From an optimization exercise on the open Yosys and OpenROAD flow, aimed at small area, a short achievable clock period and few clock cycles per item; shortcuts taken in it are not production practice. No run shown here included a check of the RTL's function; only the layout flow was run. Power and IR drop assume default switching activity.

### flow/config.mk
export PLATFORM = sky130hd
export DESIGN_NAME = ble_rx_deframer
export DESIGN_NICKNAME = ble_rx_deframer
export VERILOG_FILES = /design/flow/design.v
export SDC_FILE = /design/flow/constraint.sdc
export NUM_CORES = 4
export LEC_CHECK = 0
export CAP_MARGIN = 20
export CORE_MARGIN = 2
export CORE_UTILIZATION = 40
export PLACE_DENSITY = 0.6
export SETUP_SLACK_MARGIN = 4.0
export SLEW_MARGIN = 20
### flow/constraint.sdc
create_clock -name core_clock -period 8.5 [get_ports {clk}]
set_input_delay 1.7000 -clock core_clock [delete_from_list [all_inputs] [get_ports {clk}]]
set_output_delay 1.7000 -clock core_clock [all_outputs]
set_load 0.01 [all_outputs]
### flow/design.v
module ble_sync_correlator (
    input  wire [31:0] window,    
    input  wire [31:0] aa,
    output wire        ok,
    output wire [2:0]  cnt
);
    wire [31:0] d;
    genvar k;
    generate
        for (k = 0; k < 32; k = k + 1) begin : g_d
            assign d[k] = window[k] ^ aa[31 - k];
        end
    endgenerate
    wire [9:0] s1a, c1a;
    generate
        for (k = 0; k < 10; k = k + 1) begin : g_l1
            assign {c1a[k], s1a[k]} = d[3*k] + d[3*k+1] + d[3*k+2];
        end
    endgenerate
    wire [3:0] s1b, c1b;
    assign {c1b[0], s1b[0]} = s1a[0] + s1a[1] + s1a[2];
    assign {c1b[1], s1b[1]} = s1a[3] + s1a[4] + s1a[5];
    assign {c1b[2], s1b[2]} = s1a[6] + s1a[7] + s1a[8];
    assign {c1b[3], s1b[3]} = s1a[9] + d[30] + d[31];
    wire s1c, c1c, w1, c1d;
    assign {c1c, s1c} = s1b[0] + s1b[1] + s1b[2];
    assign {c1d, w1}  = s1c + s1b[3];
    wire [15:0] t = {c1d, c1c, c1b, c1a};
    wire [4:0] s2a, c2a;
    generate
        for (k = 0; k < 5; k = k + 1) begin : g_l2
            assign {c2a[k], s2a[k]} = t[3*k] + t[3*k+1] + t[3*k+2];
        end
    endgenerate
    wire s2b, c2b, s2c, c2c, w2, c2d;
    assign {c2b, s2b} = s2a[0] + s2a[1] + s2a[2];
    assign {c2c, s2c} = s2a[3] + s2a[4] + t[15];
    assign {c2d, w2}  = s2b + s2c;
    wire [7:0] u = {c2d, c2c, c2b, c2a};
    wire any4 = |u;
    reg  two4;
    integer i, j;
    always @(*) begin
        two4 = 1'b0;
        for (i = 0; i < 8; i = i + 1)
            for (j = i + 1; j < 8; j = j + 1)
                two4 = two4 | (u[i] & u[j]);
    end
    assign ok  = ~two4;
    assign cnt = {any4, w2, w1};
endmodule
module ble_rx_deframer (
    input  wire        clk,
    input  wire        rst,             
    input  wire [31:0] cfg_aa,
    input  wire        cfg_phy2m,       
    input  wire [5:0]  cfg_channel,
    input  wire        cfg_whiten,
    input  wire [23:0] cfg_crc_init,
    input  wire        bit_valid,
    input  wire        bit_data,
    input  wire        bit_last,
    output wire        bit_ready,
    output reg         pdu_valid,
    output wire [7:0]  pdu_data,
    output wire        res_valid,
    output wire [11:0] res_flags,
    output wire [15:0] res_sync_pos,
    output wire [31:0] res_aa,
    output wire [15:0] res_hdr,
    output wire [7:0]  res_pdu_len,
    output wire [23:0] res_crc,
    output wire [23:0] res_crc_rx,
    output wire [15:0] res_nbits
);
    localparam [1:0] PH_HDR = 2'd0, PH_PAY = 2'd1, PH_CRC = 2'd2, PH_DONE = 2'd3;
    reg         ready_r;
    reg         d0, nv, l0;
    reg  [47:1] hist;
    reg         hdr15;
    reg  [31:0] aa_r;
    reg         phy_r, wht_r;
    reg  [15:0] nbits, pos;
    reg         ev, hitr, synced, frozen;
    reg  [23:0] crc, sr;
    reg  [6:0]  wh;
    reg  [2:0]  bitcnt;
    reg         hb;
    reg  [7:0]  bc;
    reg  [1:0]  ph;
    reg         mism, fin;
    assign bit_ready = ready_r;
    wire take = bit_valid & ready_r;
    wire synced_any = synced | hitr;
    wire done       = (ph == PH_DONE);
    wire hdr_valid  = (ph != PH_HDR);
    wire clr        = fin & ~done;
    wire tend       = clr & (bc[2:0] == 3'd6) & (bitcnt == 3'd7);
    assign res_valid = (nv & l0 & done) | (fin & done) | tend;
    wire start = rst | res_valid;
    wire full = (|nbits[15:6]) | (nbits[5] & nbits[4]) | (nbits[5] & nbits[3] & ~phy_r);
    wire       aa_ok;
    wire [2:0] aa_cnt;
    ble_sync_correlator u_corr (
        .window ({hist[31:1], d0}),
        .aa     (aa_r),
        .ok     (aa_ok),
        .cnt    (aa_cnt)
    );
    reg        u;                           
    reg  [4:0] psum;                        
    wire       ge32   = |nbits[15:5];
    wire       e_in   = (hist[31] ^ ~u) & ge32;
    wire       e_out  = ((phy_r ? hist[47] : hist[39]) ^ ~u) & full;
    wire       q      = aa_r[0] ^ ~u;
    wire [4:0] lpre   = phy_r ? 5'd16 : 5'd8;
    wire [4:0] pm     = q ? (lpre - psum) : psum;
    wire [3:0] tot    = {1'b0, aa_cnt} + {1'b0, pm[2:0]};
    wire       hit    = aa_ok & (pm[4:3] == 2'b00) & (tot <= 4'd4);
    wire fbit     = nv & synced_any & ~done;
    wire dbit     = d0 ^ (wht_r & wh[0]);
    wire sin      = dbit & ~clr;
    wire byte_end = fbit & (bitcnt == 3'd7);
    wire [7:0] len = {hist[33], hist[34], hist[35], hist[36], hist[37], hist[38], hist[39], hist[40]};
    wire bc_eq    = (bc == len);
    wire in_pdu   = (ph == PH_HDR) | ((ph == PH_PAY) & ~bc_eq);
    wire shift_en = (take | clr) & ~frozen & ~(hitr & nv);
    wire up_en    = synced_any ? ((fbit & (ph == PH_HDR)) | (clr & ~hdr_valid)) : shift_en;
    wire crc_fb  = crc[23] ^ dbit;
    wire crc_run = fbit & in_pdu;
    wire crc_sin = clr ? 1'b0 : (crc_run ? crc_fb : crc[23]);
    wire crc_tap = crc_run & crc_fb;
    always @(posedge clk) begin
        aa_r  <= cfg_aa;
        phy_r <= cfg_phy2m;
        wht_r <= cfg_whiten;
        if (rst)
            ready_r <= 1'b1;
        else if (take & bit_last)
            ready_r <= 1'b0;
        else if (res_valid)
            ready_r <= 1'b1;
        nv <= take & ~rst;
        l0 <= take & bit_last & ~rst;
        if (take | clr)
            d0 <= bit_data & ~clr;
        if (shift_en)
            hist[32:1] <= {hist[31:1], d0};
        if (up_en) begin
            hist[47:34] <= hist[46:33];
            hist[33]    <= synced_any ? sin : hist[32];
            hdr15       <= hist[47];
        end
        nbits <= start ? 16'd0 : nbits + {15'd0, take};
        u     <= u ^ take;
        if (start)
            psum <= 5'd0;
        else if (take)
            psum <= psum + {4'd0, e_in} - {4'd0, e_out};
        pos   <= (start | (clr & ~synced_any)) ? 16'd0 : pos + {15'd0, ev & ~hitr};
        ev    <= ~start & nv & full & ~synced_any;
        hitr  <= ~start & nv & full & ~synced_any & hit;
        synced <= ~start & synced_any;
        frozen <= ~start & (frozen | (synced_any & (take | clr | (hitr & nv))));
        if (~synced_any)
            wh <= {1'b1, cfg_channel};
        else if (fbit)
            wh <= {wh[5:0], wh[6] ^ wh[3]};
        if (~synced_any & ~clr)
            crc <= cfg_crc_init;
        else if (fbit | clr)
            crc <= {crc[22:0], crc_sin} ^ ({24{crc_tap}} & 24'h00065A);
        if (start | ~synced_any)
            mism <= 1'b0;
        else if (fbit & ~in_pdu)
            mism <= mism | (crc[23] ^ dbit);
        if (fbit | clr)
            sr <= {sin, sr[23:1]};
        pdu_valid <= ~start & byte_end & in_pdu;
        if (start) begin
            ph     <= PH_HDR;
            hb     <= 1'b0;
            bitcnt <= 3'd0;
            bc     <= 8'd0;
        end else if (nv & l0 & ~done) begin
            bitcnt <= 3'd0;
            bc     <= 8'd0;
            if (byte_end) begin
                case (ph)
                    PH_HDR: if (hb) ph <= PH_PAY;
                    PH_PAY: if (bc_eq) ph <= PH_CRC;
                    PH_CRC: if (bc == 8'd2) ph <= PH_DONE;
                    default: ;
                endcase
            end
        end else if (clr) begin
            {bc[2:0], bitcnt} <= {bc[2:0], bitcnt} + 6'd1;
        end else if (~synced_any) begin
            ph     <= PH_HDR;
            hb     <= 1'b0;
            bitcnt <= 3'd0;
            bc     <= 8'd0;
        end else if (fbit) begin
            bitcnt <= bitcnt + 3'd1;
            if (byte_end) begin
                case (ph)
                    PH_HDR: begin
                        hb <= 1'b1;
                        if (hb) ph <= PH_PAY;
                    end
                    PH_PAY: begin
                        if (bc_eq) begin
                            ph <= PH_CRC;
                            bc <= 8'd1;
                        end else
                            bc <= bc + 8'd1;
                    end
                    PH_CRC: begin
                        if (bc == 8'd2) ph <= PH_DONE;
                        bc <= bc + 8'd1;
                    end
                    default: ;
                endcase
            end
        end
        if (rst)
            fin <= 1'b0;
        else if (res_valid)
            fin <= 1'b0;
        else if (nv & l0 & ~done)
            fin <= 1'b1;
    end
    wire crc_ok = done & ~mism;
    wire [3:0] exit_st = ~synced ? 4'd7 : (done ? 4'd10 : 4'd9);
    genvar g;
    generate
        for (g = 0; g < 32; g = g + 1) begin : g_aa
            assign res_aa[g] = hist[32 - g];
        end
        for (g = 1; g < 16; g = g + 1) begin : g_hdr
            assign res_hdr[g] = hist[48 - g];
        end
        for (g = 0; g < 24; g = g + 1) begin : g_crc
            assign res_crc[g] = crc[23 - g];
        end
    endgenerate
    assign res_hdr[0]   = hdr15;
    assign res_flags    = {exit_st, 4'b0000, hdr_valid, synced, crc_ok, crc_ok};
    assign res_sync_pos = pos;
    assign res_pdu_len  = done ? len : {6'd0, hdr_valid, 1'b0};
    assign res_crc_rx   = sr;
    assign res_nbits    = nbits;
    assign pdu_data     = sr[23:16];
endmodule
### flow/run.sh
#!/bin/bash
# synth_recipe.tcl (not shown) runs the flow's synth.tcl, then flattens the netlist and writes it again
# the make line also repeats each setting of config.mk as NAME=value (left out here)
make -C /OpenROAD-flow-scripts/flow DESIGN_CONFIG=/design/flow/config.mk WORK_HOME=/design/flow/orfs CLKGATE_MAP_FILE= SYNTH_SCRIPT=/design/flow/synth_recipe.tcl finish
==> results.sh, run 1 <==
export IMPL_status="complete, no violations"
export IMPL_syn_to_final_growth_pct=33.7
export IMPL_grtUsageTotal=0.179
export IMPL_synth_top_flop_cell="edfxtp_1"
export IMPL_synth_top_family_by_area="simple AND/OR/NAND/NOR gates"
export IMPL_drtIter0Drc=356
export IMPL_dr_pass1_iters=4
export IMPL_grt_overflow_total=0
export IMPL_maxSlewViolCount=0
export IMPL_core_area_mm2=0.0226
export IMPL_cts_made_buffers=17
export IMPL_yosys_area_share_simple=0.164
export IMPL_ys_seq_elements=200
export IMPL_ctsLongestPathBuffers=2
export IMPL_relSlewSlack=0.303
export IMPL_cp_max_fo=4
export IMPL_drc=0
export IMPL_die_y_um=156
export IMPL_ios=228
export IMPL_start_util=0.407
export IMPL_drt_total_wl_um=21500
export IMPL_layout_drive_gt1_share=0.0699
export IMPL_antenna_left=0
export IMPL_power_leakage_nw=4.70
export IMPL_setup_tns_ns=0
export IMPL_synthXorXnorAreaFrac=0.0805
export IMPL_fmax_mhz=213
export IMPL_report_final_hold_viol_count=0
export IMPL_wl_per_cell_um=16.0
export IMPL_n_antenna_cell=0
export IMPL_dp_slack_ns=3.80
export IMPL_synth_distinct_cells=69
export IMPL_vias=6643
export IMPL_postSynthAreaPerCell_um2=11.0
export IMPL_fin_util=0.544
export IMPL_cts_root_buffer="clkbuf_16"
export IMPL_clk_latency_ns=0.43
export IMPL_synth_mux_area_frac=0.0100
export IMPL_holdBufCountCts=0
export IMPL_clock_sinks=200
export IMPL_layout_setup_ws_ns=3.80
export IMPL_postPlaceCellArea_mm2=0.0116
export IMPL_synth_area_mm2=0.00922
export IMPL_irDropWorstVdd_v=0.000205
export IMPL_path_clk_slew_ns=0.08
export IMPL_synth_edf_count=103
export IMPL_tightest_slew_ns=1.04
export IMPL_startpoint_type="flip-flop"
export IMPL_dieArea_mm2=0.0243
export IMPL_cp_arrival_ns=5.06
export IMPL_setup_viol=0
export IMPL_syn_inst=838
export IMPL_powerDensity_mw_per_mm2=220
export IMPL_yosys_warnings=2
export IMPL_place_hpwl_um=15300
export IMPL_grt_pass1_vias=6464
export IMPL_port_buffers=223
export IMPL_finalClockSkew_ns=0.00954
export IMPL_rsz0062_at_grt="true"
export IMPL_postSynth_asyncResetShare=0
export IMPL_htreeDepth=4
export IMPL_nets=1164
export IMPL_gp_congestion=0.837
export IMPL_tritoncts="built"
export IMPL_synth_compound_area_frac=0.0650
export IMPL_fp_dieW_um=156
export IMPL_maxCapViolations=0
export IMPL_antenna_found_initial=0
export IMPL_period_share=0.552
export IMPL_worstSetupPathType="flip-flop to flip-flop"
export IMPL_crit_required_ns=8.87
export IMPL_grt_pass1_wl_um=34000
export IMPL_final_area_mm2=0.0123
export IMPL_layout_min_cycle_time_ns=4.70
export IMPL_drt_vias_per_instance=4.94
export IMPL_cp_end_kind="flip-flop"
export IMPL_hp_class="flip-flop to flip-flop"
export IMPL_grt_max_degree=38
export IMPL_row_count=55
export IMPL_synth_adder_area_share=0.0860
export IMPL_ys_seq_area_frac=0.546
-- Yosys cell counts, types with 3 or more instances --
cell / n / share of area
clkbuf_1: 23 / 0.0094
xnor2_1: 48 / 0.046
a211o_1: 3 / 0.0028
nor2b_1: 5 / 0.0034
a31oi_1: 11 / 0.0075
or3_1: 8 / 0.0054
buf_2: 5 / 0.0027
buf_4: 20 / 0.016
or4_1: 3 / 0.0024
xor2_1: 34 / 0.032
and2_1: 12 / 0.0081
ha_1: 25 / 0.034
mux2i_1: 7 / 0.0076
nor2_1: 60 / 0.024
dfxtp_1: 97 / 0.21
o21ai_0: 13 / 0.0071
nand4_1: 6 / 0.0041
edfxtp_1: 103 / 0.34
o21bai_1: 3 / 0.0024
nand2b_1: 10 / 0.0068
a21oi_1: 22 / 0.012
nand3_1: 29 / 0.016
nand2_1: 122 / 0.050
and3_1: 15 / 0.010
a211oi_1: 7 / 0.0057
fa_1: 24 / 0.052
o31ai_1: 4 / 0.0033
o22ai_1: 3 / 0.0020
inv_1: 42 / 0.017
nor3_1: 8 / 0.0043
nor4_1: 18 / 0.012
-- logic make-up (layout without fill, tap and decap cells) --
group / after synthesis / after routing
simple gates: 313 / 313
flops: 200 / 200
buf+inv: 94 / 312
compound gates: 89 / 89
xor+xnor: 83 / 83
fa+ha+maj: 49 / 49
mux: 9 / 9
other cells: 1 / 4
-- power breakdown --
part	internal [mW]	total [mW]	switching (mW)
logic	0.416	0.833	0.417
clock network	0.385	0.765	0.380
registers	1.07	1.11	0.0428
total	1.87	2.71	0.839
-- placed cells by master, fill, tap and decap left out, types with 11 or more instances in the layout --
cell type | Yosys | routed
xor2_1 | 34 | 34
nand2_1 | 122 | 122
a21oi_1 | 22 | 22
fa_1 | 24 | 22
buf_4 | 20 | 13
inv_1 | 42 | 40
and3_1 | 15 | 15
clkbuf_16 | 0 | 17
edfxtp_1 | 103 | 103
and2_1 | 12 | 12
clkdlybuf4s50_1 | 0 | 223
a31oi_1 | 11 | 11
nor2_1 | 60 | 59
ha_1 | 25 | 22
o21ai_0 | 13 | 12
dfxtp_1 | 97 | 97
nor4_1 | 18 | 18
nand3_1 | 29 | 29
xnor2_1 | 48 | 39
-- through the flow --
step	power [mW]	hold slack (ns)	std cells
after floorplan	1.70	0.433	841
after global placement	1.92	0.431	1305
after detailed placement	1.94	0.432	1305
after CTS	2.73	0.452	1340
after global routing	2.90	0.461	1344
final	2.71	0.450	1344
-- routing by layer --
metal / wire [um] / vias to the layer above / GRT usage
li1: - / 3284 / -
met1: 9930 / 3155 / 0.246
met2: 9890 / 188 / 0.279
met3: 1440 / 16 / 0.0522
met4: 245 / 0 / 0.0450
met5: 0 / - / 0
-- worst max-delay path, cell delays in order, from the launching register on --
cell and delay, ns:
edfxtp_1 0.44, xnor2_2 0.16, fa_1 0.52, fa_1 0.54, inv_1 0.05, fa_2 0.38
inv_2 0.06, fa_1 0.42, fa_1 0.51, inv_2 0.05, ha_4 0.16, nor2_1 0.09
nand3_1 0.12, ha_4 0.30, xnor2_1 0.10, o22ai_1 0.10, a211oi_1 0.18, o2111ai_1 0.14
and4bb_2 0.30
-- area by class of cell --
class | count | area (um^2)
clock inverter | 13 | 113
multi-input combinational | 547 | 3880
timing repair buffer | 237 | 2340
clock buffer | 19 | 433
inverter | 43 | 165
tap | 285 | 357
fill | 1998 | 10300
sequential | 200 | 5030
-- registers in the layout (all words and copies together) (netlist names), 5 cells and up --
name	flops
nbits	16
sr	24
pos	16
hist	47
aa_r	32
crc	24
bc	8
wh	7
psum	5
-- what timing repair did --
action / in CTS / in global routing
setup endpoints to repair: 1 / 2
buffers inserted: 3 / 3
gates cloned: 0 / 0
gates resized for setup: 3 / 9
endpoints found under the hold margin: 0 / 0
pin swaps: 2 / 1
-- path summary, 6_finish.rpt --
| path | endpoint | from | slack (ns) | cells past startpoint |
|---|---|---|---|---|
| max | hitr | hist[11] | 3.80 | 18 |
| min | sr[14] | sr[15] | 0.45 | 0 |
| max reg2reg | hitr | hist[11] | 3.80 | 18 |
| min reg2reg | sr[14] | sr[15] | 0.45 | 0 |
==> run 2: changes to the inputs <==
--- a/flow/config.mk
+++ b/flow/config.mk
@@ -9,5 +9,4 @@
 export CORE_MARGIN = 2
 export CORE_UTILIZATION = 40
 export PLACE_DENSITY = 0.6
-export SETUP_SLACK_MARGIN = 4.0
 export SLEW_MARGIN = 20
==> run 2 against run 1 <==
Effect of this change: still clean; power is 3.1% lower; sequential cell count stayed put; global-route usage is 0.15 points lower; synthesized cell count stayed put; combinational power is 12% lower; register-to-register slack worse by 0.32 ns; sequential power hardly changed; count of clock-buffer cells in the layout stayed put; setup slack worse by 0.32 ns; clock skew is 0.0016 ns higher; via count is 0.74% lower; critical endpoint unchanged; highest routed layer unchanged.
==> results.sh, run 2 <==
export IMPL_status="complete, no violations"
export IMPL_fp_dieW_um=156
export IMPL_maxCapViolations=0
export IMPL_ys_seq_area_frac=0.546
export IMPL_irDropWorstVdd_v=0.000222
export IMPL_crit_required_ns=8.87
export IMPL_synth_area_mm2=0.00922
export IMPL_syn_inst=838
export IMPL_cts_root_buffer="clkbuf_16"
export IMPL_hp_class="flip-flop to flip-flop"
export IMPL_setup_viol=0
export IMPL_n_antenna_cell=0
export IMPL_power_leakage_nw=4.64
export IMPL_wl_per_cell_um=15.9
export IMPL_synth_edf_count=103
export IMPL_ys_seq_elements=200
export IMPL_cts_resized=0
export IMPL_maxSlewViolCount=0
export IMPL_cp_max_fo=4
export IMPL_layout_common_cells="223 x clkdlybuf4s50_1, 122 x nand2_1, 103 x edfxtp_1"
export IMPL_row_count=55
export IMPL_antenna_left=0
export IMPL_largestRegisters="hist: 47 flops, aa_r: 32 flops"
export IMPL_synth_most_common_cell="nand2_1"
export IMPL_drt_vias_per_instance=4.93
export IMPL_place_hpwl_um=15200
export IMPL_dr_pass1_iters=5
export IMPL_drc=0
export IMPL_setup_tns_ns=0
export IMPL_cts_made_buffers=17
export IMPL_yosys_warnings=2
export IMPL_finalNonFillerCells=1337
export IMPL_port_buffers=223
export IMPL_holdBufCountCts=0
export IMPL_final_common_cell="clkdlybuf4s50_1"
export IMPL_nets=1157
export IMPL_ctsLongestPathBuffers=2
export IMPL_postPlaceCellArea_mm2=0.0116
export IMPL_startpoint_type="flip-flop"
export IMPL_yosysTopAreaCell="edfxtp_1"
export IMPL_relSlewSlack=0.297
export IMPL_fmax_mhz=199
export IMPL_vias=6594
export IMPL_clock_sinks=200
export IMPL_cp_arrival_ns=5.38
export IMPL_dieArea_mm2=0.0243
export IMPL_grt_pass1_wl_um=33900
export IMPL_ios=228
export IMPL_synth_area_leaders="edfxtp_1 34%, dfxtp_1 21%, fa_1 5.2%"
export IMPL_period_share=0.590
export IMPL_drt_total_wl_um=21300
export IMPL_postSynth_asyncResetShare=0
export IMPL_synth_common_cells="122 x nand2_1, 103 x edfxtp_1, 97 x dfxtp_1"
export IMPL_report_final_hold_viol_count=0
export IMPL_cp_end_kind="flip-flop"
export IMPL_postSynthAreaPerCell_um2=11.0
export IMPL_powerDensity_mw_per_mm2=215
export IMPL_layout_setup_ws_ns=3.49
export IMPL_clk_latency_ns=0.43
export IMPL_grt_overflow_total=0
export IMPL_yosysTopAreaCellShare=0.335
export IMPL_dpl_cell_count=1305
export IMPL_largest_register="hist"
export IMPL_grt_pass1_vias=6418
export IMPL_fin_util=0.538
export IMPL_dp_slack_ns=3.47
export IMPL_path_clk_slew_ns=0.08
export IMPL_final_area_mm2=0.0122
export IMPL_post_cts_buffers=0
export IMPL_worstSetupPathType="flip-flop to flip-flop"
export IMPL_grtUsageTotal=0.177
export IMPL_antenna_found_initial=0
export IMPL_tightest_slew_ns=1.05
export IMPL_largest_reg_flops=47
export IMPL_core_area_mm2=0.0226
export IMPL_drtIter0Drc=395
export IMPL_rsz0062_at_grt="false"
export IMPL_syn_to_final_growth_pct=32.1
export IMPL_fillCellCount=2013
export IMPL_tritoncts="built"
export IMPL_grt_max_degree=39
export IMPL_start_util=0.407
export IMPL_synth_top_flop_cell="edfxtp_1"
export IMPL_gp_congestion=0.820
export IMPL_layout_drive_gt1_share=0.0494
export IMPL_layout_min_cycle_time_ns=5.01
export IMPL_die_y_um=156
export IMPL_htreeDepth=4
export IMPL_synth_distinct_cells=69
export IMPL_finalClockSkew_ns=0.0111
[run 2: cell counts after synthesis]
Identical to the previous run, type by type.
[run 2: report_power, final]
| group | internal (mW) | switching [mW] |
|---|---|---|
| sequential | 1.07 | 0.0414 |
| clock | 0.400 | 0.379 |
| combinational | 0.356 | 0.379 |
| total | 1.82 | 0.799 |
[run 2: through the flow]
step                power, mW  hold WS, ns
floorplan                1.64        0.433
global placement         1.84        0.431
detailed placement       1.87        0.438
CTS                      2.66        0.447
global route             2.81        0.455
finish                   2.62        0.448
[run 2: worst paths after layout]
path	from	endpoint	slack, ns	cells past startpoint
max	d0	hitr	3.49	17
min	hist[45]	hist[46]	0.45	0
max reg2reg	d0	hitr	3.49	17
min reg2reg	hist[45]	hist[46]	0.45	0
[run 2: area by class of cell]
cell class	instances	area, um^2	area share
sequential	200	5030	0.413
clock buffer	19	453	0.0372
clock inverter	13	109	0.00894
timing repair buffer	230	2280	0.188
multi-input combinational	547	3780	0.310
tap	285	357	0.0293
inverter	43	161	0.0133
[run 2: kinds of logic after synthesis]
| logic type | synth area share |
|---|---|
| compound gates | 0.0650 |
| xor+xnor | 0.0805 |
| fa+ha+maj | 0.0860 |
| buf+inv | 0.0479 |
| flops | 0.546 |
| mux | 0.0100 |
| other cells | 0.000407 |
| simple gates | 0.164 |
[run 2: worst max-delay path, cell delays in order, from the launching register on]
cell	delay, ns
edfxtp_1	0.45
xor2_1	0.21
fa_1	0.55
inv_1	0.06
fa_1	0.53
inv_1	0.05
fa_1	0.41
inv_1	0.08
fa_1	0.44
fa_1	0.50
inv_1	0.04
ha_1	0.33
fa_1	0.48
nor2_1	0.11
o22ai_1	0.08
a211oi_1	0.21
o2111ai_1	0.12
and4bb_2	0.30
[run 2: layer usage]
metal  share of wire  track usage  up-vias
li1                -            -     3259
met1            0.46        0.239     3135
met2            0.46        0.283      186
met3           0.065       0.0528       14
met4          0.0095       0.0415        0
met5               0            0        -
==> run 3: changes to the inputs <==
--- a/flow/design.v
+++ b/flow/design.v
@@ -1,8 +1,7 @@
 module ble_sync_correlator (
     input  wire [31:0] window,    
     input  wire [31:0] aa,
-    output wire        ok,
-    output wire [2:0]  cnt
+    output wire [4:0]  ge
 );
     wire [31:0] d;
     genvar k;
@@ -11,43 +10,46 @@
             assign d[k] = window[k] ^ aa[31 - k];
         end
     endgenerate
-    wire [9:0] s1a, c1a;
-    generate
-        for (k = 0; k < 10; k = k + 1) begin : g_l1
-            assign {c1a[k], s1a[k]} = d[3*k] + d[3*k+1] + d[3*k+2];
-        end
-    endgenerate
-    wire [3:0] s1b, c1b;
-    assign {c1b[0], s1b[0]} = s1a[0] + s1a[1] + s1a[2];
-    assign {c1b[1], s1b[1]} = s1a[3] + s1a[4] + s1a[5];
-    assign {c1b[2], s1b[2]} = s1a[6] + s1a[7] + s1a[8];
-    assign {c1b[3], s1b[3]} = s1a[9] + d[30] + d[31];
-    wire s1c, c1c, w1, c1d;
-    assign {c1c, s1c} = s1b[0] + s1b[1] + s1b[2];
-    assign {c1d, w1}  = s1c + s1b[3];
-    wire [15:0] t = {c1d, c1c, c1b, c1a};
-    wire [4:0] s2a, c2a;
-    generate
-        for (k = 0; k < 5; k = k + 1) begin : g_l2
-            assign {c2a[k], s2a[k]} = t[3*k] + t[3*k+1] + t[3*k+2];
-        end
-    endgenerate
-    wire s2b, c2b, s2c, c2c, w2, c2d;
-    assign {c2b, s2b} = s2a[0] + s2a[1] + s2a[2];
-    assign {c2c, s2c} = s2a[3] + s2a[4] + t[15];
-    assign {c2d, w2}  = s2b + s2c;
-    wire [7:0] u = {c2d, c2c, c2b, c2a};
-    wire any4 = |u;
-    reg  two4;
-    integer i, j;
-    always @(*) begin
-        two4 = 1'b0;
-        for (i = 0; i < 8; i = i + 1)
-            for (j = i + 1; j < 8; j = j + 1)
-                two4 = two4 | (u[i] & u[j]);
-    end
-    assign ok  = ~two4;
-    assign cnt = {any4, w2, w1};
+    wire [1:0] p [0:15];
+    generate
+        for (k = 0; k < 16; k = k + 1) begin : g_p
+            assign p[k] = {d[2*k] & d[2*k+1], d[2*k] | d[2*k+1]};
+        end
+    endgenerate
+    wire [3:0] q [0:7];
+    generate
+        for (k = 0; k < 8; k = k + 1) begin : g_q
+            ble_therm_merge #(.W(2)) u_m (.a({3'd0, p[2*k]}), .b({3'd0, p[2*k+1]}), .c(q[k]));
+        end
+    endgenerate
+    wire [4:0] o [0:3];
+    generate
+        for (k = 0; k < 4; k = k + 1) begin : g_o
+            ble_therm_merge #(.W(5)) u_m (.a({1'b0, q[2*k]}), .b({1'b0, q[2*k+1]}), .c(o[k]));
+        end
+    endgenerate
+    wire [4:0] h0, h1;
+    ble_therm_merge #(.W(5)) u_h0 (.a(o[0]), .b(o[1]), .c(h0));
+    ble_therm_merge #(.W(5)) u_h1 (.a(o[2]), .b(o[3]), .c(h1));
+    ble_therm_merge #(.W(5)) u_t  (.a(h0), .b(h1), .c(ge));
+endmodule
+module ble_therm_merge #(parameter W = 5) (
+    input  wire [4:0]   a,
+    input  wire [4:0]   b,
+    output wire [W-1:0] c
+);
+    wire [5:0] ax = {a, 1'b1};    
+    wire [5:0] bx = {b, 1'b1};
+    genvar n, i;
+    generate
+        for (n = 1; n <= W; n = n + 1) begin : g_n
+            wire [n:0] t;
+            for (i = 0; i <= n; i = i + 1) begin : g_i
+                assign t[i] = ax[i] & bx[n - i];
+            end
+            assign c[n-1] = |t;
+        end
+    endgenerate
 endmodule
 module ble_rx_deframer (
     input  wire        clk,
@@ -99,13 +101,11 @@
     assign res_valid = (nv & l0 & done) | (fin & done) | tend;
     wire start = rst | res_valid;
     wire full = (|nbits[15:6]) | (nbits[5] & nbits[4]) | (nbits[5] & nbits[3] & ~phy_r);
-    wire       aa_ok;
-    wire [2:0] aa_cnt;
+    wire [4:0] aa_ge;
     ble_sync_correlator u_corr (
         .window ({hist[31:1], d0}),
         .aa     (aa_r),
-        .ok     (aa_ok),
-        .cnt    (aa_cnt)
+        .ge     (aa_ge)
     );
     reg        u;                           
     reg  [4:0] psum;                        
@@ -115,8 +115,19 @@
     wire       q      = aa_r[0] ^ ~u;
     wire [4:0] lpre   = phy_r ? 5'd16 : 5'd8;
     wire [4:0] pm     = q ? (lpre - psum) : psum;
-    wire [3:0] tot    = {1'b0, aa_cnt} + {1'b0, pm[2:0]};
-    wire       hit    = aa_ok & (pm[4:3] == 2'b00) & (tot <= 4'd4);
+    wire       hit    = (pm == 5'd0) ? ~aa_ge[4] :
+                        (pm == 5'd1) ? ~aa_ge[3] :
+                        (pm == 5'd2) ? ~aa_ge[2] :
+                        (pm == 5'd3) ? ~aa_ge[1] :
+                        (pm == 5'd4) ? ~aa_ge[0] : 1'b0;
+    wire [15:0] nbits_inc, pos_inc;
+    genvar gi;
+    generate
+        for (gi = 0; gi < 16; gi = gi + 1) begin : g_cnt
+            assign nbits_inc[gi] = nbits[gi] ^ (take & ((gi == 0) | &nbits[(gi > 0 ? gi - 1 : 0):0]));
+            assign pos_inc[gi]   = pos[gi] ^ ((ev & ~hitr) & ((gi == 0) | &pos[(gi > 0 ? gi - 1 : 0):0]));
+        end
+    endgenerate
     wire fbit     = nv & synced_any & ~done;
     wire dbit     = d0 ^ (wht_r & wh[0]);
     wire sin      = dbit & ~clr;
@@ -151,13 +162,13 @@
             hist[33]    <= synced_any ? sin : hist[32];
             hdr15       <= hist[47];
         end
-        nbits <= start ? 16'd0 : nbits + {15'd0, take};
+        nbits <= start ? 16'd0 : nbits_inc;
         u     <= u ^ take;
         if (start)
             psum <= 5'd0;
         else if (take)
             psum <= psum + {4'd0, e_in} - {4'd0, e_out};
-        pos   <= (start | (clr & ~synced_any)) ? 16'd0 : pos + {15'd0, ev & ~hitr};
+        pos   <= (start | (clr & ~synced_any)) ? 16'd0 : pos_inc;
         ev    <= ~start & nv & full & ~synced_any;
         hitr  <= ~start & nv & full & ~synced_any & hit;
         synced <= ~start & synced_any;
--- a/flow/config.mk
+++ b/flow/config.mk
@@ -9,4 +9,5 @@
 export CORE_MARGIN = 2
 export CORE_UTILIZATION = 40
 export PLACE_DENSITY = 0.6
+export SETUP_SLACK_MARGIN = 4.0
 export SLEW_MARGIN = 20
==> run 3 against run 2 <==
Effect of this change: still clean; cell area is 3.2% lower; power decreased by 18%; non-clock buffer count is 1 lower; setup slack improved by 0.99 ns; clock power up 3.5%; sequential power is essentially flat; combinational power down 66%; largest cell class unchanged; largest power group unchanged.
==> results.sh, run 3 <==
export IMPL_dr_pass1_iters=4
export IMPL_tightest_slew_ns=0.888
export IMPL_htreeDepth=4
export IMPL_whs_ns=0.454
export IMPL_startpoint_type="flip-flop"
export IMPL_drtIter0Drc=261
export IMPL_finalClockSkew_ns=0.0120
export IMPL_path_cells="ha_1, a31oi_1, nor2_1, clkdlybuf4s50_1"
export IMPL_setup_viol=0
export IMPL_holdBufCountCts=0
export IMPL_topRoutingLayerUsed="met4"
export IMPL_core_area_mm2=0.0216
export IMPL_post_cts_buffers=0
export IMPL_layout_common_cells="223 x clkdlybuf4s50_1, 103 x edfxtp_1, 97 x dfxtp_1"
export IMPL_gp_congestion=0.845
export IMPL_critPathSlowestCell="clkdlybuf4s50_1"
export IMPL_synth_common_cells="103 x edfxtp_1, 97 x dfxtp_1, 92 x nor2_1"
export IMPL_final_area_mm2=0.0118
export IMPL_route_met2_wl_um=8520
export IMPL_layout_min_cycle_time_ns=4.02
export IMPL_cp_max_fo=17
export IMPL_drt_total_wl_um=20000
export IMPL_place_hpwl_um=14600
export IMPL_tritoncts="built"
export IMPL_largestRegisters="hist: 47 flops, aa_r: 32 flops"
export IMPL_rsz0062_at_grt="false"
export IMPL_irDropWorstVdd_v=0.000120
export IMPL_fp_dieW_um=152
export IMPL_ys_seq_elements=200
export IMPL_die_y_um=152
export IMPL_critPathLaunch="ph[0]"
export IMPL_syn_inst=780
export IMPL_postPlaceCellArea_mm2=0.0112
export IMPL_grt_pass1_vias=6153
export IMPL_grt_max_degree=34
export IMPL_postSynth_asyncResetShare=0
export IMPL_path_buf_inv=1
export IMPL_rr_worst_depth=13
export IMPL_critPathCapture="res_valid"
export IMPL_postSynthAreaPerCell_um2=11.2
export IMPL_crit_family="buffers and inverters"
export IMPL_row_count=54
export IMPL_yosys_warnings=2
export IMPL_drt_met1_wl_um=9470
export IMPL_antenna_found_initial=0
export IMPL_ys_seq_area_frac=0.577
export IMPL_hp_class="flip-flop to flip-flop"
export IMPL_cts_root_buffer="clkbuf_16"
export IMPL_wl_per_cell_um=15.5
export IMPL_period_share=0.473
export IMPL_maxSlewViolCount=0
export IMPL_r2r_end="psum[4]"
export IMPL_cts_made_buffers=17
export IMPL_crit_cells=4
export IMPL_port_buffers=223
export IMPL_largest_reg_flops=47
export IMPL_yosysTopAreaCell="edfxtp_1"
export IMPL_grt_pass1_wl_um=31500
export IMPL_ctsLongestPathBuffers=2
export IMPL_power_leakage_nw=4.32
export IMPL_cts_resized=0
export IMPL_clock_sinks=200
export IMPL_cp_end_kind="primary output"
export IMPL_report_final_hold_viol_count=0
export IMPL_grtUsageTotal=0.175
export IMPL_n_antenna_cell=0
export IMPL_clk_latency_ns=0.43
export IMPL_drc=0
export IMPL_reg2reg_setup_slack_ns=5.39
export IMPL_synth_edf_count=103
export IMPL_setup_tns_ns=0
export IMPL_ios=228
export IMPL_syn_to_final_growth_pct=35.2
export IMPL_nets=1087
export IMPL_crit_required_ns=6.80
export IMPL_dieArea_mm2=0.0230
export IMPL_maxCapViolations=0
export IMPL_worstSetupPathType="flip-flop to primary output"
export IMPL_start_util=0.403
export IMPL_status="complete, no violations"
export IMPL_powerDensity_mw_per_mm2=183
export IMPL_largest_register="hist"
export IMPL_layout_drive_gt1_share=0.0733
export IMPL_relSlewSlack=0.403
export IMPL_vias=6325
export IMPL_wl_met3_um=1760
export IMPL_synth_area_mm2=0.00872
export IMPL_synth_most_common_cell="edfxtp_1"
export IMPL_drt_vias_per_instance=4.90
export IMPL_synth_distinct_cells=62
export IMPL_synth_top_flop_cell="edfxtp_1"
export IMPL_path_clk_slew_ns=0.07
export IMPL_final_common_cell="clkdlybuf4s50_1"
export IMPL_yosysTopAreaCellShare=0.355
export IMPL_cpPeakStageDelay_ns=0.62
export IMPL_synth_area_leaders="edfxtp_1 35%, dfxtp_1 22%, xor2_1 6.7%"
export IMPL_cp_arrival_ns=2.32
export IMPL_fmax_mhz=249
export IMPL_grt_overflow_total=0
export IMPL_antenna_left=0
export IMPL_r2r_start="nbits[7]"
==> run 3: worst min-delay path by stage <==
stage                      start  endpoint  cells past startpoint
after floorplan            wh[5]     wh[6]                      2
after global placement     sr[6]     sr[5]                      0
after detailed placement   sr[4]     sr[3]                      0
after CTS                  sr[4]     sr[3]                      0
after global routing      sr[13]    sr[12]                      0
final                      sr[4]     sr[3]                      0
==> run 3: area by class of cell <==
type	instances	area, um^2
Fill cell	1900	9840
Sequential cell	200	5030
Multi-Input combinational cell	521	3410
Timing Repair Buffer	229	2300
Clock buffer	20	457
Tap cell	280	350
Clock inverter	12	130
Inverter	28	105
==> run 3: cell families after synthesis <==
| family | share of synthesized area |
|---|---|
| mux | 0.0244 |
| flops | 0.577 |
| other cells | 0.000430 |
| buf+inv | 0.0344 |
| simple gates | 0.148 |
| compound gates | 0.0862 |
| xor+xnor | 0.0964 |
| fa+ha+maj | 0.0321 |
==> run 3: per-layer routing <==
layer,vias to the layer above,track usage
met1,2923,0.237
met3,13,0.0626
li1,3157,-
met5,-,0
met2,232,0.265
met4,0,0.0481
==> run 3: power by group <==
group	leakage (nW)	switching, mW	internal, mW
registers	1.80	0.0383	1.07
logic	2.23	0.123	0.129
clock network	0.292	0.375	0.431
==> run 3: through the flow <==
step | setup WS (ns) | cells | utilization | total power [mW]
floorplan | 4.72 | 783 | - | 1.25
global placement | 4.58 | 1257 | 0.516 | 1.38
detailed placement | 4.54 | 1257 | 0.516 | 1.38
CTS | 4.43 | 1289 | 0.544 | 2.19
global route | 4.27 | 1290 | 0.545 | 2.26
finish | 4.48 | 1290 | 0.545 | 2.16
==> run 4: changes to the inputs <==
--- a/flow/config.mk
+++ b/flow/config.mk
@@ -9,5 +9,4 @@
 export CORE_MARGIN = 2
 export CORE_UTILIZATION = 40
 export PLACE_DENSITY = 0.6
-export SETUP_SLACK_MARGIN = 4.0
 export SLEW_MARGIN = 20
==> run 4 against run 3 <==
Effect of this change: still clean; die area is the same; setup slack gained 0.034 ns; count of clock-buffer cells in the layout shrank 3; sequential power is essentially flat; worst hold slack gained 0.00078 ns; via count grew 0.76%; sequential cell count is the same; wire length is essentially flat; final cell count shrank 0.16%; clock skew is essentially flat; core utilization is the same; synthesized cell count is the same; largest power group unchanged.
==> results.sh, run 4 <==
export IMPL_dieArea_mm2=0.0230
export IMPL_clk_latency_ns=0.44
export IMPL_core_area_mm2=0.0216
export IMPL_setup_tns_ns=0
export IMPL_p_switching_mw=0.585
export IMPL_status="complete, no violations"
export IMPL_dpl_cell_count=1256
export IMPL_sw_frac_of_total=0.268
export IMPL_vias=6373
export IMPL_maxCapViolations=0
export IMPL_setup_viol=0
export IMPL_min_path_cells=0
export IMPL_drt_total_wl_um=19900
export IMPL_irDropWorstVdd_v=0.000129
export IMPL_rsz0062_at_grt="false"
export IMPL_power_frac_clock=0.379
export IMPL_crit_family="buffers and inverters"
export IMPL_relSlewSlack=0.311
export IMPL_crit_required_ns=6.80
export IMPL_layout_common_cells="223 x clkdlybuf4s50_1, 103 x edfxtp_1, 97 x dfxtp_1"
export IMPL_grt_pass1_vias=6079
export IMPL_drt_vias_per_instance=4.95
export IMPL_synth_top_flop_cell="edfxtp_1"
export IMPL_synth_area_leaders="edfxtp_1 35%, dfxtp_1 22%, xor2_1 6.7%"
export IMPL_grtUsageTotal=0.174
export IMPL_postSynth_asyncResetShare=0
export IMPL_ys_seq_elements=200
export IMPL_port_buffers=223
export IMPL_postSynthAreaPerCell_um2=11.2
export IMPL_holdBufCountCts=0
export IMPL_period_share=0.469
export IMPL_cp_end_kind="primary output"
export IMPL_hp_class="flip-flop to flip-flop"
export IMPL_comb_power_share=0.115
export IMPL_final_common_cell="clkdlybuf4s50_1"
export IMPL_grt_max_degree=33
export IMPL_ys_seq_area_frac=0.577
export IMPL_finalNonFillerCells=1288
export IMPL_cts_root_buffer="clkbuf_16"
export IMPL_cpPeakStageDelay_ns=0.59
export IMPL_path_clk_slew_ns=0.08
export IMPL_post_cts_buffers=0
export IMPL_synth_common_cells="103 x edfxtp_1, 97 x dfxtp_1, 92 x nor2_1"
export IMPL_row_count=54
export IMPL_cp_max_fo=17
export IMPL_fmax_mhz=251
export IMPL_start_util=0.403
export IMPL_synth_edf_count=103
export IMPL_tightest_slew_ns=1.03
export IMPL_largestRegisters="hist: 47 flops, aa_r: 32 flops"
export IMPL_antenna_found_initial=0
export IMPL_gp_congestion=0.844
export IMPL_critPathSlowestCell="clkdlybuf4s50_1"
export IMPL_syn_to_final_growth_pct=35.2
export IMPL_clock_sinks=200
export IMPL_n_antenna_cell=0
export IMPL_dr_pass1_iters=5
export IMPL_power_leakage_nw=4.31
export IMPL_place_hpwl_um=14800
export IMPL_synth_most_common_cell="edfxtp_1"
export IMPL_layout_min_cycle_time_ns=3.99
export IMPL_path_cells="ha_1, a31oi_1, nor2_1, clkdlybuf4s50_1"
export IMPL_antenna_left=0
export IMPL_report_final_hold_viol_count=0
export IMPL_cp_arrival_ns=2.29
export IMPL_die_y_um=152
export IMPL_synth_area_mm2=0.00872
export IMPL_worstSetupPathType="flip-flop to primary output"
export IMPL_nets=1085
export IMPL_ios=228
export IMPL_internal_power_mw=1.60
export IMPL_cts_made_buffers=17
export IMPL_tritoncts="built"
export IMPL_crit_cells=4
export IMPL_maxSlewViolCount=0
export IMPL_wl_per_cell_um=15.5
export IMPL_grt_overflow_total=0
export IMPL_synth_distinct_cells=62
export IMPL_ctsLongestPathBuffers=2
export IMPL_fp_dieW_um=152
export IMPL_drtIter0Drc=322
export IMPL_yosys_warnings=2
export IMPL_final_area_mm2=0.0118
export IMPL_startpoint_type="flip-flop"
export IMPL_path_buf_inv=1
export IMPL_postPlaceCellArea_mm2=0.0112
export IMPL_p_seq_frac=0.505
export IMPL_syn_inst=780
export IMPL_largest_register="hist"
export IMPL_powerDensity_mw_per_mm2=185
export IMPL_grt_pass1_wl_um=31200
export IMPL_yosysTopAreaCellShare=0.355
export IMPL_yosysTopAreaCell="edfxtp_1"
export IMPL_finalClockSkew_ns=0.0124
export IMPL_fin_util=0.545
export IMPL_cts_resized=0
export IMPL_layout_drive_gt1_share=0.0734
export IMPL_htreeDepth=4
export IMPL_largest_reg_flops=47
export IMPL_drc=0
export IMPL_rr_worst_depth=13
==> run 4: per-stage QoR <==
step	hold WS (ns)	total power [mW]	setup WS, ns
detailed placement	0.436	1.38	4.40
finish	0.455	2.18	4.51
floorplan	0.433	1.25	3.61
global placement	0.429	1.38	4.11
CTS	0.455	2.21	4.52
global route	0.461	2.28	4.40
==> run 4: kinds of logic (layout without fill, tap and decap cells) <==
logic type | after synthesis | count (layout) | share of synthesized area
AO/OA/AOI/OAI | 112 | 112 | 0.0862
buffers and inverters | 62 | 287 | 0.0344
flip-flops | 200 | 200 | 0.577
AND/OR/NAND/NOR | 268 | 268 | 0.148
multiplexers | 19 | 19 | 0.0244
XOR/XNOR | 96 | 96 | 0.0964
adder cells (fa/ha/maj) | 22 | 22 | 0.0321
other | 1 | 4 | 0.000430
==> run 4: path summary, 6_finish.rpt <==
| check | start | end | slack [ns] |
|---|---|---|---|
| setup / recovery | ph[0] | res_valid | 4.51 |
| hold / removal | hist[43] | hist[44] | 0.45 |
| setup reg to reg | nbits[7] | psum[4] | 5.38 |
| hold reg to reg | hist[43] | hist[44] | 0.45 |
==> run 4: worst register-to-register path: stages (launching register included) <==
cell      delay, ns
dfxtp_1        0.37
nor4_1         0.29
nand3_1        0.17
o21bai_1       0.22
and2_1         0.15
ha_1           0.26
inv_1          0.04
ha_1           0.21
fa_1           0.43
a21o_1         0.19
a21oi_1        0.16
xnor2_1        0.09
or3_1          0.30
a21oi_1        0.15
==> run 4: final cells by class <==
cell class / count / area, um^2
Multi-Input combinational cell: 521 / 3410
Timing Repair Buffer: 227 / 2260
Sequential cell: 200 / 5030
Clock inverter: 15 / 194
Inverter: 28 / 105
Clock buffer: 17 / 425
Fill cell: 1920 / 9840
Tap cell: 280 / 350
==> run 4: metal layers <==
layer  share of wire  up-vias  track usage
met3           0.079       24       0.0596
met2            0.45      206        0.274
met5               0        -            0
met4           0.015        0       0.0495
li1                -     3157            -
met1            0.45     2986        0.230
==> run 4: power by group through the flow <==
stage / clock, mW / sequential (mW) / combinational, mW
floorplan: 0 / 1.13 / 0.123
global placement: 0 / 1.13 / 0.251
detailed placement: 0 / 1.13 / 0.252
CTS: 0.848 / 1.10 / 0.254
global route: 0.888 / 1.11 / 0.278
finish: 0.828 / 1.10 / 0.252
==> run 5: changes to the inputs <==
--- a/flow/design.v
+++ b/flow/design.v
@@ -91,16 +91,16 @@
     reg  [7:0]  bc;
     reg  [1:0]  ph;
     reg         mism, fin;
+    reg         rv_r, ge32_r, full_r;
     assign bit_ready = ready_r;
     wire take = bit_valid & ready_r;
     wire synced_any = synced | hitr;
     wire done       = (ph == PH_DONE);
     wire hdr_valid  = (ph != PH_HDR);
     wire clr        = fin & ~done;
-    wire tend       = clr & (bc[2:0] == 3'd6) & (bitcnt == 3'd7);
-    assign res_valid = (nv & l0 & done) | (fin & done) | tend;
-    wire start = rst | res_valid;
-    wire full = (|nbits[15:6]) | (nbits[5] & nbits[4]) | (nbits[5] & nbits[3] & ~phy_r);
+    assign res_valid = rv_r;
+    wire start = rst | rv_r;
+    wire full = full_r | (nbits[5] & (nbits[4] | (nbits[3] & ~phy_r)));
     wire [4:0] aa_ge;
     ble_sync_correlator u_corr (
         .window ({hist[31:1], d0}),
@@ -109,7 +109,7 @@
     );
     reg        u;                           
     reg  [4:0] psum;                        
-    wire       ge32   = |nbits[15:5];
+    wire       ge32   = ge32_r | nbits[5];
     wire       e_in   = (hist[31] ^ ~u) & ge32;
     wire       e_out  = ((phy_r ? hist[47] : hist[39]) ^ ~u) & full;
     wire       q      = aa_r[0] ^ ~u;
@@ -137,6 +137,7 @@
     wire in_pdu   = (ph == PH_HDR) | ((ph == PH_PAY) & ~bc_eq);
     wire shift_en = (take | clr) & ~frozen & ~(hitr & nv);
     wire up_en    = synced_any ? ((fbit & (ph == PH_HDR)) | (clr & ~hdr_valid)) : shift_en;
+    wire done_next = done | (byte_end & (ph == PH_CRC) & (bc == 8'd2));
     wire crc_fb  = crc[23] ^ dbit;
     wire crc_run = fbit & in_pdu;
     wire crc_sin = clr ? 1'b0 : (crc_run ? crc_fb : crc[23]);
@@ -164,10 +165,14 @@
         end
         nbits <= start ? 16'd0 : nbits_inc;
         u     <= u ^ take;
+        ge32_r <= ~start & ge32;
+        full_r <= ~start & full;
         if (start)
             psum <= 5'd0;
-        else if (take)
-            psum <= psum + {4'd0, e_in} - {4'd0, e_out};
+        else if (take & e_in & ~e_out)
+            psum <= psum + 5'd1;
+        else if (take & ~e_in & e_out)
+            psum <= psum - 5'd1;
         pos   <= (start | (clr & ~synced_any)) ? 16'd0 : pos_inc;
         ev    <= ~start & nv & full & ~synced_any;
         hitr  <= ~start & nv & full & ~synced_any & hit;
@@ -234,6 +239,8 @@
                 endcase
             end
         end
+        rv_r <= ~start & ((((take & bit_last) | (nv & l0 & ~done)) & done_next) |
+                          (clr & (bc[2:0] == 3'd6) & (bitcnt == 3'd6)));
         if (rst)
             fin <= 1'b0;
         else if (res_valid)
--- a/flow/config.mk
+++ b/flow/config.mk
@@ -9,4 +9,5 @@
 export CORE_MARGIN = 2
 export CORE_UTILIZATION = 40
 export PLACE_DENSITY = 0.6
+export SETUP_SLACK_MARGIN = 5.0
 export SLEW_MARGIN = 20
==> run 5 against run 4 <==
Effect of this change: highest routed layer unchanged; clock skew is 0.0028 ns lower; core utilization is 1.0 points higher; largest cell class unchanged; cell area grew 2.2%; global-route usage fell by 0.58 points; largest power group unchanged; final cell count increased by 1.2%; combinational power increased by 2%.
==> results.sh, run 5 <==
export IMPL_finalNonFillerCells=1304
export IMPL_synth_area_mm2=0.00878
export IMPL_dpl_cell_count=1253
export IMPL_htreeDepth=1
export IMPL_cts_root_buffer="clkbuf_16"
export IMPL_start_util=0.405
export IMPL_largest_register="hist"
export IMPL_clock_sinks=203
export IMPL_core_area_mm2=0.0217
export IMPL_p_switching_mw=0.540
export IMPL_rsz0062_at_grt="false"
export IMPL_setup_tns_ns=0
export IMPL_powerDensity_mw_per_mm2=190
export IMPL_wl_per_cell_um=15.7
export IMPL_ctsLongestPathBuffers=3
export IMPL_synth_edf_count=103
export IMPL_grt_max_degree=33
export IMPL_cp_end_kind="primary output"
export IMPL_met1_usage=0.227
export IMPL_drt_vias_per_instance=4.96
export IMPL_postSynthAreaPerCell_um2=11.3
export IMPL_yosysTopAreaCellShare=0.352
export IMPL_gr_usage_met2=0.260
export IMPL_vias=6474
export IMPL_cp_arrival_ns=1.73
export IMPL_antenna_found_initial=2
export IMPL_port_buffers=223
export IMPL_holdBufCountCts=0
export IMPL_power_frac_clock=0.398
export IMPL_finalClockSkew_ns=0.00955
export IMPL_synth_top_flop_cell="edfxtp_1"
export IMPL_grt_pass1_wl_um=32300
export IMPL_clk_latency_ns=0.50
export IMPL_startpoint_type="flip-flop"
export IMPL_grt_pass1_vias=6121
export IMPL_dieArea_mm2=0.0231
export IMPL_setup_viol=0
export IMPL_cp_max_fo=6
export IMPL_multi_input_area_mm2=0.00350
export IMPL_irDropWorstVdd_v=0.0000924
export IMPL_synth_area_leaders="edfxtp_1 35%, dfxtp_1 23%, xor2_1 5.2%"
export IMPL_antenna_left=0
export IMPL_postSynth_asyncResetShare=0
export IMPL_layout_min_cycle_time_ns=3.43
export IMPL_gr_usage_met3=0.0532
export IMPL_gp_congestion=0.839
export IMPL_die_y_um=152
export IMPL_synth_common_cells="103 x edfxtp_1, 100 x dfxtp_1, 94 x nor2_1"
export IMPL_period_share=0.403
export IMPL_cts_made_buffers=23
export IMPL_maxCapViolations=0
export IMPL_layout_drive_gt1_share=0.0988
export IMPL_status="complete, no violations"
export IMPL_drt_total_wl_um=20500
export IMPL_comb_power_share=0.113
export IMPL_grt_overflow_total=0
export IMPL_worstSetupPathType="flip-flop to primary output"
export IMPL_syn_to_final_growth_pct=37.2
export IMPL_synth_distinct_cells=68
export IMPL_fillCellCount=1908
export IMPL_drc=0
export IMPL_yosys_warnings=2
export IMPL_nets=1094
export IMPL_sw_frac_of_total=0.236
export IMPL_relSlewSlack=0.351
export IMPL_path_clk_slew_ns=0.06
export IMPL_hp_class="flip-flop to flip-flop"
export IMPL_layout_common_cells="210 x clkdlybuf4s50_1, 103 x edfxtp_1, 98 x dfxtp_1"
export IMPL_largestRegisters="hist: 47 flops, aa_r: 32 flops"
export IMPL_ys_seq_area_frac=0.580
export IMPL_tritoncts="built"
export IMPL_final_seq_area_mm2=0.00510
export IMPL_p_seq_frac=0.489
export IMPL_dr_pass1_iters=5
export IMPL_row_count=54
export IMPL_ios=228
export IMPL_internal_power_mw=1.74
export IMPL_yosysTopAreaCell="edfxtp_1"
export IMPL_syn_inst=778
export IMPL_report_final_hold_viol_count=0
export IMPL_place_hpwl_um=14500
export IMPL_crit_required_ns=6.80
export IMPL_final_common_cell="clkdlybuf4s50_1"
export IMPL_power_leakage_nw=4.42
export IMPL_tightest_slew_ns=0.973
export IMPL_grtUsageTotal=0.168
export IMPL_fp_dieW_um=152
export IMPL_fmax_mhz=292
export IMPL_busiest_layer="met2"
export IMPL_maxSlewViolCount=0
export IMPL_synth_most_common_cell="edfxtp_1"
export IMPL_drtIter0Drc=377
export IMPL_largest_reg_flops=47
export IMPL_ys_seq_elements=203
==> run 5: area by class of cell <==
| class | count | share of cell area |
|---|---|---|
| Clock inverter | 9 | 0.00333 |
| Tap cell | 280 | 0.0291 |
| Timing Repair Buffer | 235 | 0.192 |
| Clock buffer | 32 | 0.0540 |
| Multi-Input combinational cell | 521 | 0.291 |
| Sequential cell | 203 | 0.424 |
| Inverter | 22 | 0.00686 |
| Antenna cell | 2 | 0.000416 |
==> run 5: cell families (layout without fill, tap and decap cells) <==
| logic type | after synthesis | in the layout | share of synthesized area |
|---|---|---|---|
| simple gates | 259 | 259 | 0.143 |
| flops | 203 | 203 | 0.580 |
| compound gates | 122 | 122 | 0.0928 |
| xor+xnor | 95 | 95 | 0.0956 |
| buf+inv | 57 | 298 | 0.0322 |
| fa+ha+maj | 22 | 22 | 0.0314 |
| mux | 19 | 19 | 0.0242 |
| other cells | 1 | 6 | 0.000427 |
==> run 5: timing repair <==
item / CTS / global route
setup buffers: 5 / 3
setup endpoints to repair: 15 / 6
hold endpoints to repair: 0 / 0
pin swaps: 1 / 2
resized for setup: 25 / 12
==> run 5: critical path, cell delays in order, from the launching register on <==
cell,delay [ns]
dfxtp_4,0.38
ha_4,0.19
buf_4,0.12
mux2_2,0.32
clkdlybuf4s15_1,0.23
==> run 5: stage by stage <==
| step | cell area (um^2) | utilization | setup WS (ns) | total power [mW] | hold slack, ns |
|---|---|---|---|---|---|
| floorplan | 8810 | - | 4.99 | 1.27 | 0.433 |
| global placement | 11200 | 0.517 | 4.28 | 1.39 | 0.430 |
| detailed placement | 11200 | 0.517 | 4.22 | 1.39 | 0.438 |
| CTS | 12000 | 0.552 | 4.99 | 2.31 | 0.452 |
| global route | 12000 | 0.555 | 5.02 | 2.37 | 0.460 |
| finish | 12000 | 0.555 | 5.07 | 2.28 | 0.448 |
==> run 5: per-layer routing <==
| metal | share of wire | up-vias |
|---|---|---|
| li1 | - | 3192 |
| met1 | 0.45 | 3022 |
| met2 | 0.44 | 227 |
| met3 | 0.082 | 33 |
| met4 | 0.027 | 0 |
| met5 | 0 | - |
==> run 5: power groups by stage <==
stage / Combinational (mW) / Clock [mW] / Sequential [mW]
2_1_floorplan: 0.122 / 0 / 1.14
3_3_place_gp: 0.254 / 0 / 1.14
3_5_place_dp: 0.255 / 0 / 1.14
4_1_cts: 0.257 / 0.938 / 1.12
5_1_grt: 0.280 / 0.970 / 1.12
6_report: 0.257 / 0.909 / 1.12
==> run 5: final timing paths <==
path	from	end	cells after the start	slack, ns
min reg2reg	sr[4]	sr[3]	0	0.45
max	ph[0]	res_pdu_len[1]	4	5.07
min	sr[4]	sr[3]	0	0.45
max reg2reg	ph[0]	bitcnt[0]	7	5.56
==> run 6: changes to the inputs <==
==> flow/flow/run.sh (new file) <==
#!/bin/bash
# Standard ORFS layout (the standard.sh), with plain buf_1 cells as the
# port buffers instead of the default delay-buffer cell.
set -euo pipefail
cd "$(dirname "${BASH_SOURCE[0]}")/.."
export BUFFER_PORTS_ARGS="-buffer_cell sky130_fd_sc_hd__buf_1"
bash standard.sh > standard.log 2>&1
==> flow/standard.sh (new file) <==
#!/bin/bash
# synth_recipe.tcl (not shown) runs the flow's synth.tcl, then flattens the netlist and writes it again
# the make line also repeats each setting of config.mk as NAME=value (left out here)
make -C /OpenROAD-flow-scripts/flow DESIGN_CONFIG=/design/flow/config.mk WORK_HOME=/design/flow/orfs CLKGATE_MAP_FILE= SYNTH_SCRIPT=/design/flow/synth_recipe.tcl "${@:-finish}"
removed: flow/run.sh
==> run 6 against run 5 <==
Effect of this change: die area did not move; sequential cell count stayed put; synthesized cell count unchanged; count of clock-buffer cells in the layout up 2; final cell count shrank 0.77%; first-iteration DRC count down 18%; clock power is 2% lower; sequential share of layout area grew 6.0 points; worst hold slack got worse by 0.0056 ns; sequential power about the same; global-route usage down 0.52 points; register-to-register slack better by 0.10 ns; largest power group unchanged.
==> results.sh, run 6 <==
export IMPL_status="complete, no violations"
export IMPL_antenna_left=0
export IMPL_report_final_hold_viol_count=0
export IMPL_cp_end_kind="primary output"
export IMPL_period_share=0.399
export IMPL_synth_common_cells="103 x edfxtp_1, 100 x dfxtp_1, 94 x nor2_1"
export IMPL_grt_max_degree=33
export IMPL_layout_drive_gt1_share=0.0770
export IMPL_drt_met1_wl_um=9100
export IMPL_power_leakage_nw=3.73
export IMPL_grt_pass1_wl_um=31400
export IMPL_powerDensity_mw_per_mm2=210
export IMPL_power_mw=2.21
export IMPL_cp_max_fo=5
export IMPL_finalClockSkew_ns=0.0178
export IMPL_whs_ns=0.443
export IMPL_yosysTopAreaCell="edfxtp_1"
export IMPL_crit_required_ns=6.80
export IMPL_drc=0
export IMPL_drt_total_wl_um=19500
export IMPL_final_seq_area_mm2=0.00510
export IMPL_synth_area_mm2=0.00878
export IMPL_postSynth_asyncResetShare=0
export IMPL_cts_root_buffer="clkbuf_16"
export IMPL_fp_dieW_um=152
export IMPL_tritoncts="built"
export IMPL_yosysTopAreaCellShare=0.352
export IMPL_antenna_found_initial=1
export IMPL_core_area_mm2=0.0217
export IMPL_port_buffers=223
export IMPL_grtUsageTotal=0.163
export IMPL_irDropWorstVdd_v=0.000109
export IMPL_drt_vias_per_instance=4.90
export IMPL_layout_common_cells="223 x buf_1, 103 x edfxtp_1, 99 x dfxtp_1"
export IMPL_drtIter0Drc=310
export IMPL_final_common_cell="buf_1"
export IMPL_topRoutingLayerUsed="met4"
export IMPL_crit_family="flip-flops"
export IMPL_ys_seq_elements=203
export IMPL_die_y_um=152
export IMPL_path_cells="inv_1, ha_1, inv_1, mux2_2, buf_1"
export IMPL_fillCellCount=2065
export IMPL_route_met2_wl_um=8570
export IMPL_maxSlewViolCount=0
export IMPL_rr_worst_depth=12
export IMPL_path_buf_inv=3
export IMPL_path_common_cell="inv_1"
export IMPL_largest_reg_flops=47
export IMPL_multi_input_area_mm2=0.00345
export IMPL_postSynthAreaPerCell_um2=11.3
export IMPL_start_util=0.405
export IMPL_cp_arrival_ns=1.69
export IMPL_setup_tns_ns=0
export IMPL_relSlewSlack=0.341
export IMPL_synth_most_common_cell="edfxtp_1"
export IMPL_post_cts_buffers=0
export IMPL_tightest_slew_ns=0.988
export IMPL_worstSetupPathType="flip-flop to primary output"
export IMPL_clk_latency_ns=0.50
export IMPL_layout_min_cycle_time_ns=3.39
export IMPL_r2r_end="psum[4]"
export IMPL_cts_made_buffers=23
export IMPL_grt_overflow_total=0
export IMPL_synth_top_flop_cell="edfxtp_1"
export IMPL_wl_per_cell_um=15.1
export IMPL_place_hpwl_um=14000
export IMPL_reg2reg_setup_slack_ns=5.66
export IMPL_yosys_warnings=2
export IMPL_nets=1086
export IMPL_syn_to_final_growth_pct=20.0
export IMPL_rsz0062_at_grt="false"
export IMPL_path_clk_slew_ns=0.06
export IMPL_maxCapViolations=0
export IMPL_ios=228
export IMPL_ctsLongestPathBuffers=3
export IMPL_critPathSlowestCell="dfxtp_1"
export IMPL_clock_sinks=203
export IMPL_grt_pass1_vias=6091
export IMPL_setup_viol=0
export IMPL_wl_met3_um=1320
export IMPL_synth_area_leaders="edfxtp_1 35%, dfxtp_1 23%, xor2_1 5.2%"
export IMPL_min_path_cells=0
export IMPL_dieArea_mm2=0.0231
export IMPL_largestRegisters="hist: 47 flops, aa_r: 32 flops"
export IMPL_largest_register="hist"
export IMPL_row_count=54
export IMPL_dr_pass1_iters=4
export IMPL_hold_end="sr[9]"
export IMPL_synth_edf_count=103
export IMPL_cpPeakStageDelay_ns=0.41
export IMPL_ys_seq_area_frac=0.580
export IMPL_synth_distinct_cells=68
export IMPL_gp_congestion=0.816
export IMPL_syn_inst=778
export IMPL_fmax_mhz=295
export IMPL_r2r_start="phy_r"
export IMPL_hp_class="flip-flop to flip-flop"
export IMPL_startpoint_type="flip-flop"
export IMPL_htreeDepth=1
export IMPL_vias=6337
export IMPL_min_from="sr[10]"
run 6: cell counts after synthesis:
No cell type changed its count.
run 6: per-stage QoR:
step                       util  std cells  setup slack [ns]  cell area [um^2]
after floorplan               -        781              4.99              8810
after global placement    0.453       1253              4.64              9820
after detailed placement  0.453       1253              4.57              9820
after CTS                 0.485       1293              5.08             10500
after global routing      0.486       1294              5.01             10500
final                     0.486       1294              5.11             10500
run 6: area by class of cell:
| class | instances | share of cell area |
|---|---|---|
| repair buffers | 227 | 0.0823 |
| well taps | 280 | 0.0333 |
| multi-input cells | 521 | 0.328 |
| clock buffers | 34 | 0.0624 |
| flip-flops and latches | 203 | 0.484 |
| clock inverters | 6 | 0.00226 |
| inverters | 22 | 0.00784 |
| diodes | 1 | 0.000238 |
run 6: repair_timing:
item	in CTS	in global routing
endpoints found under the setup margin	5	1
pin swaps	0	0
hold buffers	0	0
resized for setup	3	1
cloned	0	0
run 6: report_power, final:
part,total [mW],switching [mW],leakage (nW),internal [mW]
Sequential,1.12,0.0373,1.83,1.08
Combinational,0.197,0.122,1.57,0.0751
Clock,0.895,0.366,0.332,0.529
Total,2.21,0.525,3.73,1.68
run 6: logic make-up (layout without fill, tap and decap cells):
logic type,Yosys count,in the layout,synth area share
other,1,5,0.000427
buffers and inverters,57,289,0.0322
AND/OR/NAND/NOR,259,259,0.143
XOR/XNOR,95,95,0.0956
adder cells (fa/ha/maj),22,22,0.0314
AO/OA/AOI/OAI,122,122,0.0928
multiplexers,19,19,0.0242
flip-flops,203,203,0.580
run 6: worst max path at each step:
stage | startpoint | to | slack (ns) | depth (start not counted)
6_report | ph[1] | res_pdu_len[1] | 5.11 | 5
5_1_grt | bit_valid | psum[4] | 5.01 | 11
4_1_cts | ph[1] | res_pdu_len[1] | 5.08 | 5
3_5_place_dp | bit_valid | psum[4] | 4.57 | 11
3_3_place_gp | bit_valid | psum[4] | 4.64 | 11
2_1_floorplan | bit_valid | psum[4] | 4.99 | 10
run 6: metal layers:
layer | vias to the layer above | global-route usage
li1 | 3163 | -
met1 | 2942 | 0.222
met2 | 199 | 0.255
met3 | 33 | 0.0472
met4 | 0 | 0.0485
met5 | - | 0
run 6: worst reg2reg max path, stage by stage (launching register included):
cell and delay [ns]:
dfxtp_1 0.39, inv_1 0.09, a21o_1 0.16, a21oi_1 0.35
nand2b_1 0.21, nand3_1 0.24, fa_1 0.52, a21o_1 0.17
a21oi_1 0.16, xnor2_1 0.13, nand2_1 0.08, xor2_1 0.17
nor2_1 0.05

==> what the ideal ports hide <==
Ports are ideal in the flow. The routed layouts listed here were re-timed in OpenROAD. Step 1: set_driving_cell puts a clkbuf_16 on clk and a buf_2 on each other input, an assumption about the parent block. Step 2 also shifts input and output timing later by t, the mid clock arrival at the registers, as if the neighbouring blocks saw the same clock. a / b / c = no drivers / after step 1 / after step 2; a / b = the first two.
run	t, ns	setup slack, ns	worst hold slack (ns)	worst setup path at the end	cell pins on the clock port's net
run 1	0.471	3.804 / 3.804 / 3.804	0.450 / 0.450 / 0.450	register to register	1
run 2	0.471	3.487 / 3.487 / 3.487	0.448 / 0.448 / 0.448	register to register	1
run 3	0.475	4.481 / 4.434 / 4.547	0.454 / 0.454 / 0.454	input to register	1
run 4	0.478	4.515 / 4.469 / 4.379	0.455 / 0.455 / 0.455	input to register	1
run 5	0.539	5.071 / 5.024 / 4.728	0.448 / 0.448 / 0.448	input to register	1
run 6	0.536	5.111 / 5.064 / 4.643	0.443 / 0.443 / 0.443	input to register	1
After both steps setup and hold are still met in every run listed. The setup slack of run 6, which loses most, moves by -0.047 ns with the drivers and by -0.468 ns with both steps.
